From an optimization exercise on the open Yosys and OpenROAD flow, aimed at small area and a short achievable clock period; shortcuts taken in it are not production practice.
Only simulation tests tie the RTL to the original design; equivalence was not proved.
Power figures rest on the tool's default switching activity, not on a simulated workload.

== trial 19 ==
==> flow/design.v <==
module hpma_frx (
    input  wire        clk,
    input  wire        rst,         
    input  wire        cmd_valid,
    input  wire [31:0] cmd_word,
    input  wire [8:0]  rd_addr,
    output reg  [15:0] rd_data,
    input  wire        rx_valid,
    input  wire [7:0]  rx_data,
    output wire        rx_ready,
    input  wire        tick,
    output wire        busy,
    output wire        fin
);
    localparam [2:0] S_IDLE    = 3'd0,
                     S_SYNC    = 3'd1,
                     S_SETTLE  = 3'd2,
                     S_LENWAIT = 3'd3,
                     S_BODY    = 3'd4,
                     S_DONE    = 3'd5,
                     S_ERROR   = 3'd6;
    localparam [2:0] E_NONE           = 3'd0,
                     E_SYNC_TIMEOUT   = 3'd1,
                     E_LENGTH_TIMEOUT = 3'd2,
                     E_INVALID_LENGTH = 3'd3,
                     E_SHORT_READ     = 3'd4;
    localparam [7:0] SENTINEL = 8'h40;
    reg [2:0]  st;
    reg [2:0]  err;
    reg        ign;
    reg        ill;
    reg [7:0]  len;
    reg [8:0]  idx;
    reg [7:0]  acc;
    reg [15:0] tmr;
    reg [15:0] tsync;
    reg [7:0]  maxpay;
    wire [3:0]  op          = cmd_word[31:28];
    wire        rsv_zero    = (cmd_word[27:16] == 12'd0);
    wire        imm_zero    = (cmd_word[15:0] == 16'd0);
    wire        imm_hi_zero = (cmd_word[15:8] == 8'd0);
    wire is_nop    = rsv_zero && (op == 4'h0) && imm_zero;
    wire is_start  = rsv_zero && (op == 4'h1) && imm_zero;
    wire is_tsync  = rsv_zero && (op == 4'h2);
    wire is_maxpay = rsv_zero && (op == 4'h3) && imm_hi_zero;
    wire is_rclr   = rsv_zero && (op == 4'h4) && imm_zero;
    wire is_radd   = rsv_zero && (op == 4'h5) && imm_hi_zero;
    wire is_legal  = is_nop || is_start || is_tsync || is_maxpay || is_rclr || is_radd;
    wire st_sync    = (st == S_SYNC);
    wire st_settle  = (st == S_SETTLE);
    wire st_lenwait = (st == S_LENWAIT);
    wire st_body    = (st == S_BODY);
    assign busy = st_sync | st_settle | st_lenwait | st_body;
    assign fin  = (st == S_DONE) || (st == S_ERROR);
    reg exp_r;
    reg rdy_r;       
    reg rdyb_r;      
    reg rdyl_r;      
    wire expired = exp_r;
    assign rx_ready = !rst && rdy_r;
    wire [15:0] tinc = (tick && (tmr != 16'hFFFF)) ? tmr + 16'd1 : tmr;
    wire [9:0] len_ext = {2'b00, rx_data};
    wire lenok = (len_ext >= 10'd1) &&
                 (len_ext + 10'd3 <= 10'd256) &&
                 (len_ext - 10'd1 <= {2'b00, maxpay});
    wire [9:0] body_end = {2'b00, len} + 10'd2;
    wire we_len    = !rst && rx_valid && rdyl_r && lenok;
    wire we_body   = !rst && rx_valid && rdyb_r;
    wire [15:0] wlo;
    wire [15:0] whi;
    genvar gi;
    generate
        for (gi = 0; gi < 16; gi = gi + 1) begin : g_wpre
            assign wlo[gi] = (idx[3:0] == gi);
            assign whi[gi] = we_body && (idx[7:4] == gi);
        end
    endgenerate
    wire [15:0] rlo;
    wire [15:0] rhi;
    generate
        for (gi = 0; gi < 16; gi = gi + 1) begin : g_rpre
            assign rlo[gi] = (rd_addr[3:0] == gi);
            assign rhi[gi] = rd_addr[8] && (rd_addr[7:4] == gi);
        end
    endgenerate
    wire [255:0] rsel;
    wire [7:0]   row [0:255];
    assign rsel[0] = rlo[0] & rhi[0];
    assign row[0]  = SENTINEL;
    generate
        for (gi = 1; gi < 256; gi = gi + 1) begin : g_buf
            reg [7:0] q;
            wire we = (gi == 1) ? we_len : (wlo[gi % 16] & whi[gi / 16]);
            always @(posedge clk)
                if (we) q <= rx_data;
            assign rsel[gi] = rlo[gi % 16] & rhi[gi / 16];
            assign row[gi]  = q;
        end
    endgenerate
    wire [7:0] rd_lo;
    wire [7:0] reg_lo;       
    genvar gb, gl;
    generate
        for (gb = 0; gb < 8; gb = gb + 1) begin : g_rbit
            wire [31:0] leaf_n;
            wire [7:0]  l1;
            wire [3:0]  l2_n;
            for (gl = 0; gl < 32; gl = gl + 1) begin : g_leaf
                wire [7:0] d;
                for (gi = 0; gi < 8; gi = gi + 1) begin : g_d
                    assign d[gi] = row[gl * 8 + gi][gb];
                end
                hpma_frx_ao8n u_leaf (.s(rsel[gl * 8 + 7 : gl * 8]), .d(d), .yn(leaf_n[gl]));
            end
            for (gl = 0; gl < 8; gl = gl + 1) begin : g_l1
                hpma_frx_nand4 u_n (.a(leaf_n[gl * 4 + 3 : gl * 4]), .y(l1[gl]));
            end
            hpma_frx_nor3 u_o0 (.a({reg_lo[gb], l1[1:0]}), .y(l2_n[0]));
            hpma_frx_nor2 u_o1 (.a(l1[3:2]), .y(l2_n[1]));
            hpma_frx_nor2 u_o2 (.a(l1[5:4]), .y(l2_n[2]));
            hpma_frx_nor2 u_o3 (.a(l1[7:6]), .y(l2_n[3]));
            hpma_frx_nand4 u_r (.a(l2_n), .y(rd_lo[gb]));
        end
    endgenerate
    reg [2:0]  st_n;
    reg [2:0]  err_n;
    reg        ign_n;
    reg        ill_n;
    reg [7:0]  len_n;
    reg [8:0]  idx_n;
    reg [7:0]  acc_n;
    reg [15:0] tmr_n;
    reg [15:0] tsync_n;
    reg [7:0]  maxpay_n;
    always @(*) begin
        st_n = st; err_n = err; ign_n = ign; ill_n = ill; len_n = len;
        idx_n = idx; acc_n = acc; tmr_n = tmr; tsync_n = tsync; maxpay_n = maxpay;
        if (rst) begin
            st_n     = S_IDLE;
            err_n    = E_NONE;
            ign_n    = 1'b0;
            ill_n    = 1'b0;
            len_n    = 8'd0;
            idx_n    = 9'd0;
            acc_n    = 8'd0;
            tmr_n    = 16'd0;
            tsync_n  = 16'd0;
            maxpay_n = 8'd0;
        end else begin
            if (cmd_valid) begin
                if (!is_legal) begin
                    ill_n = 1'b1;
                end else if (!is_nop) begin
                    if (busy) begin
                        ign_n = 1'b1;
                    end else if (is_start) begin
                        st_n  = S_SYNC;
                        err_n = E_NONE;
                        ign_n = 1'b0;
                        ill_n = 1'b0;
                        len_n = 8'd0;
                        idx_n = 9'd0;
                        acc_n = 8'd0;
                        tmr_n = 16'd0;
                    end else if (is_tsync) begin
                        tsync_n = cmd_word[15:0];
                    end else if (is_maxpay) begin
                        maxpay_n = cmd_word[7:0];
                    end else if (is_rclr) begin
                        acc_n = 8'd0;
                    end else if (is_radd) begin
                        acc_n = acc + cmd_word[7:0];
                    end
                end
            end
            case (st)
                S_SYNC: begin
                    if (expired) begin
                        st_n  = S_ERROR;
                        err_n = E_SYNC_TIMEOUT;
                    end else if (rx_valid && (rx_data == SENTINEL)) begin
                        acc_n = acc + SENTINEL;
                        idx_n = 9'd1;
                        st_n  = S_SETTLE;
                        tmr_n = 16'd0;
                    end else begin
                        tmr_n = tinc;
                    end
                end
                S_SETTLE: begin
                    if (expired) begin
                        st_n  = S_LENWAIT;
                        tmr_n = 16'd0;
                    end else begin
                        tmr_n = tinc;
                    end
                end
                S_LENWAIT: begin
                    if (expired) begin
                        st_n  = S_ERROR;
                        err_n = E_LENGTH_TIMEOUT;
                    end else if (rx_valid) begin
                        len_n = rx_data;
                        if (lenok) begin
                            acc_n = acc + rx_data;
                            idx_n = 9'd2;
                            st_n  = S_BODY;
                            tmr_n = 16'd0;
                        end else begin
                            st_n  = S_ERROR;
                            err_n = E_INVALID_LENGTH;
                        end
                    end else begin
                        tmr_n = tinc;
                    end
                end
                S_BODY: begin
                    if (expired) begin
                        st_n  = S_ERROR;
                        err_n = E_SHORT_READ;
                    end else if (rx_valid) begin
                        idx_n = idx + 9'd1;
                        if ({1'b0, idx} < body_end) begin
                            acc_n = acc + rx_data;
                            tmr_n = tinc;
                        end else begin
                            st_n = S_DONE;
                        end
                    end else begin
                        tmr_n = tinc;
                    end
                end
                default: ;
            endcase
        end
    end
    wire ge_t   = (tmr >= tsync);                               
    wire ge_i   = ({1'b0, tmr} + 17'd1 >= {1'b0, tsync});       
    wire tinc_ge_tsync = tick ? ge_i : ge_t;
    wire tinc_ge_1     = tick | (tmr != 16'd0);
    wire tinc_ge_100   = tick ? (tmr >= 16'd99) : (tmr >= 16'd100);
    wire sent          = (rx_data == SENTINEL);
    wire last          = !({1'b0, idx} < body_end);
    wire start_ok      = cmd_valid && is_start && !busy;
    wire exp_n = !rst && (
        (start_ok && (tsync == 16'd0)) ||
        (st_sync    && !exp_r && !(rx_valid && sent) && tinc_ge_tsync) ||
        (st_settle  && !exp_r && tinc_ge_1) ||
        (st_lenwait && !exp_r && !rx_valid && tinc_ge_100) ||
        (st_body    && !exp_r && !(rx_valid && last) && tinc_ge_100));
    wire nxt_sync = start_ok || (st_sync && !exp_r && !(rx_valid && sent));
    wire nxt_len  = (st_settle && exp_r) || (st_lenwait && !exp_r && !rx_valid);
    wire nxt_body = (st_lenwait && !exp_r && rx_valid && lenok) ||
                    (st_body && !exp_r && !(rx_valid && last));
    always @(posedge clk) begin
        st     <= st_n;
        err    <= err_n;
        ign    <= ign_n;
        ill    <= ill_n;
        len    <= len_n;
        idx    <= idx_n;
        acc    <= acc_n;
        tmr    <= tmr_n;
        tsync  <= tsync_n;
        maxpay <= maxpay_n;
        exp_r  <= exp_n;
        rdy_r  <= !rst && !exp_n && (nxt_sync || nxt_len || nxt_body);
        rdyb_r <= !rst && !exp_n && nxt_body;
        rdyl_r <= !rst && !exp_n && nxt_len;
    end
    wire [15:0] status = {3'b000, fin, busy, (acc == 8'd0), ill, ign,
                          1'b0, err, 1'b0, st};
    reg [15:0] reg_rd;
    always @(*) begin
        case (rd_addr[7:0])
            8'h00: reg_rd = status;
            8'h01: reg_rd = {8'h00, len};
            8'h02: reg_rd = {7'h00, idx};
            8'h03: reg_rd = {8'h00, acc};
            8'h04: reg_rd = {8'h00, 8'h00 - acc};
            8'h05: reg_rd = tmr;
            8'h06: reg_rd = tsync;
            8'h07: reg_rd = {8'h00, maxpay};
            8'h08: reg_rd = 16'd256;
            8'h09: reg_rd = 16'd1;
            8'h0A: reg_rd = 16'd100;
            8'h0B: reg_rd = 16'd100;
            default: reg_rd = 16'h0000;
        endcase
    end
    wire [15:0] reg_part = rd_addr[8] ? 16'h0000 : reg_rd;
    assign reg_lo = reg_part[7:0];
    always @(*) begin
        rd_data = {reg_part[15:8], rd_lo};
    end
endmodule
module hpma_frx_ao8n (
    input  wire [7:0] s,
    input  wire [7:0] d,
    output wire       yn
);
    assign yn = ~|(s & d);
endmodule
module hpma_frx_nand4 (
    input  wire [3:0] a,
    output wire       y
);
    assign y = ~&a;
endmodule
module hpma_frx_nor2 (
    input  wire [1:0] a,
    output wire       y
);
    assign y = ~|a;
endmodule
module hpma_frx_nor3 (
    input  wire [2:0] a,
    output wire       y
);
    assign y = ~|a;
endmodule
Settings: LEC_CHECK=0, CAP_MARGIN=20, CORE_MARGIN=2, CORE_UTILIZATION=60, CTS_CLUSTER_DIAMETER=100, CTS_CLUSTER_SIZE=30, PLACE_DENSITY=0.7, SETUP_SLACK_MARGIN=4, SLEW_MARGIN=20, SYNTH_HIERARCHICAL=1; clock period 9.0 ns.
run.sh (not shown) runs the stock make flow with config.mk's settings and CLKGATE_MAP_FILE= SYNTH_SCRIPT=/design/flow/synth_recipe.tcl, a recipe that flattens the netlist after the stock synthesis.
Modified inputs, trial 89 compared to trial 19
diff --git a/flow/design.v b/flow/design.v
--- a/flow/design.v
+++ b/flow/design.v
@@ -231,45 +231,30 @@
                     end
                 end
                 default: ;
             endcase
         end
     end
-    wire ge_t   = (tmr >= tsync);                               
-    wire ge_i   = ({1'b0, tmr} + 17'd1 >= {1'b0, tsync});       
-    wire tinc_ge_tsync = tick ? ge_i : ge_t;
-    wire tinc_ge_1     = tick | (tmr != 16'd0);
-    wire tinc_ge_100   = tick ? (tmr >= 16'd99) : (tmr >= 16'd100);
-    wire sent          = (rx_data == SENTINEL);
-    wire last          = !({1'b0, idx} < body_end);
-    wire start_ok      = cmd_valid && is_start && !busy;
-    wire exp_n = !rst && (
-        (start_ok && (tsync == 16'd0)) ||
-        (st_sync    && !exp_r && !(rx_valid && sent) && tinc_ge_tsync) ||
-        (st_settle  && !exp_r && tinc_ge_1) ||
-        (st_lenwait && !exp_r && !rx_valid && tinc_ge_100) ||
-        (st_body    && !exp_r && !(rx_valid && last) && tinc_ge_100));
-    wire nxt_sync = start_ok || (st_sync && !exp_r && !(rx_valid && sent));
-    wire nxt_len  = (st_settle && exp_r) || (st_lenwait && !exp_r && !rx_valid);
-    wire nxt_body = (st_lenwait && !exp_r && rx_valid && lenok) ||
-                    (st_body && !exp_r && !(rx_valid && last));
+    wire exp_n  = ((st_n == S_SYNC)    && (tmr_n >= tsync_n)) ||
+                  ((st_n == S_SETTLE)  && (tmr_n >= 16'd1))   ||
+                  (((st_n == S_LENWAIT) || (st_n == S_BODY)) && (tmr_n >= 16'd100));
     always @(posedge clk) begin
         st     <= st_n;
         err    <= err_n;
         ign    <= ign_n;
         ill    <= ill_n;
         len    <= len_n;
         idx    <= idx_n;
         acc    <= acc_n;
         tmr    <= tmr_n;
         tsync  <= tsync_n;
         maxpay <= maxpay_n;
         exp_r  <= exp_n;
-        rdy_r  <= !rst && !exp_n && (nxt_sync || nxt_len || nxt_body);
-        rdyb_r <= !rst && !exp_n && nxt_body;
-        rdyl_r <= !rst && !exp_n && nxt_len;
+        rdy_r  <= !exp_n && ((st_n == S_SYNC) || (st_n == S_LENWAIT) || (st_n == S_BODY));
+        rdyb_r <= !exp_n && (st_n == S_BODY);
+        rdyl_r <= !exp_n && (st_n == S_LENWAIT);
     end
     wire [15:0] status = {3'b000, fin, busy, (acc == 8'd0), ill, ign,
                           1'b0, err, 1'b0, st};
     reg [15:0] reg_rd;
     always @(*) begin
         case (rd_addr[7:0])
Findings:
Trial 89 was carried through to the last stage, and its layout satisfied the timing, DRC and antenna checks. As far as number of well taps goes, trial 19 and trial 89 are indistinguishable; the numbers are identical. Trial 89 ended up with a higher total of plain and repair buffers excluding clock buffers than trial 19 did. Compared with trial 19, trial 89 shows detailed router's first-iteration violation count higher by 862. | met1 routing resource usage after global routing | lower: trial 19 |. The higher setup slack of trial 89 and trial 19 is in trial 89. Changes observed in trial 89 relative to trial 19: number of global-route vias before repair barely changed; combinational group share of total power climbed 0.7 points. Comparing trial 89 with trial 19, the sequential cell fraction of total power came out essentially unchanged. The XOR/XNOR share of the synthesized area was comparable across trial 89 and trial 19. Remaining max-slew budget at the tightest pin in trial 89 is 5.6 points below trial 19. Reported for trial 89 and trial 19, count of antenna-violating nets left after detailed routing turned out identical to the last digit. Compared with trial 19, in trial 89 fraction of area in non-clock buffers went up by 1.1 points; total design power was more or less identical; clock network fraction of design power went down by 0.6 points.

-- static timing again, ports no longer ideal --
Ports are ideal in the flow. The routed layouts listed here were re-timed in OpenROAD.
Step 1, drivers: a clkbuf_16 drives clk and a buf_2 each remaining input, both assumed.
Step 2 moves the port delays by t, midway between the first and last clock arrival at a register: inputs arrive t later, outputs are due t later. That takes back most of the time a late clock gives input paths.
Slacks: ideal ports / drivers / drivers and shift; pairs: ideal ports / drivers.
run | shift t [ns] | setup WS [ns] | worst slew at a driven data input, ns | cell pins on the clock port's net
trial 19 | 0.819 | 2.527 / 2.408 / 2.408 | 0.13 | 1
trial 89 | 0.810 | 2.545 / 2.383 / 2.154 | 0.43 | 1
After both steps setup and hold are still met in every run listed. The setup slack of trial 89, which loses most, moves by -0.162 ns with the drivers and by -0.391 ns with both steps.
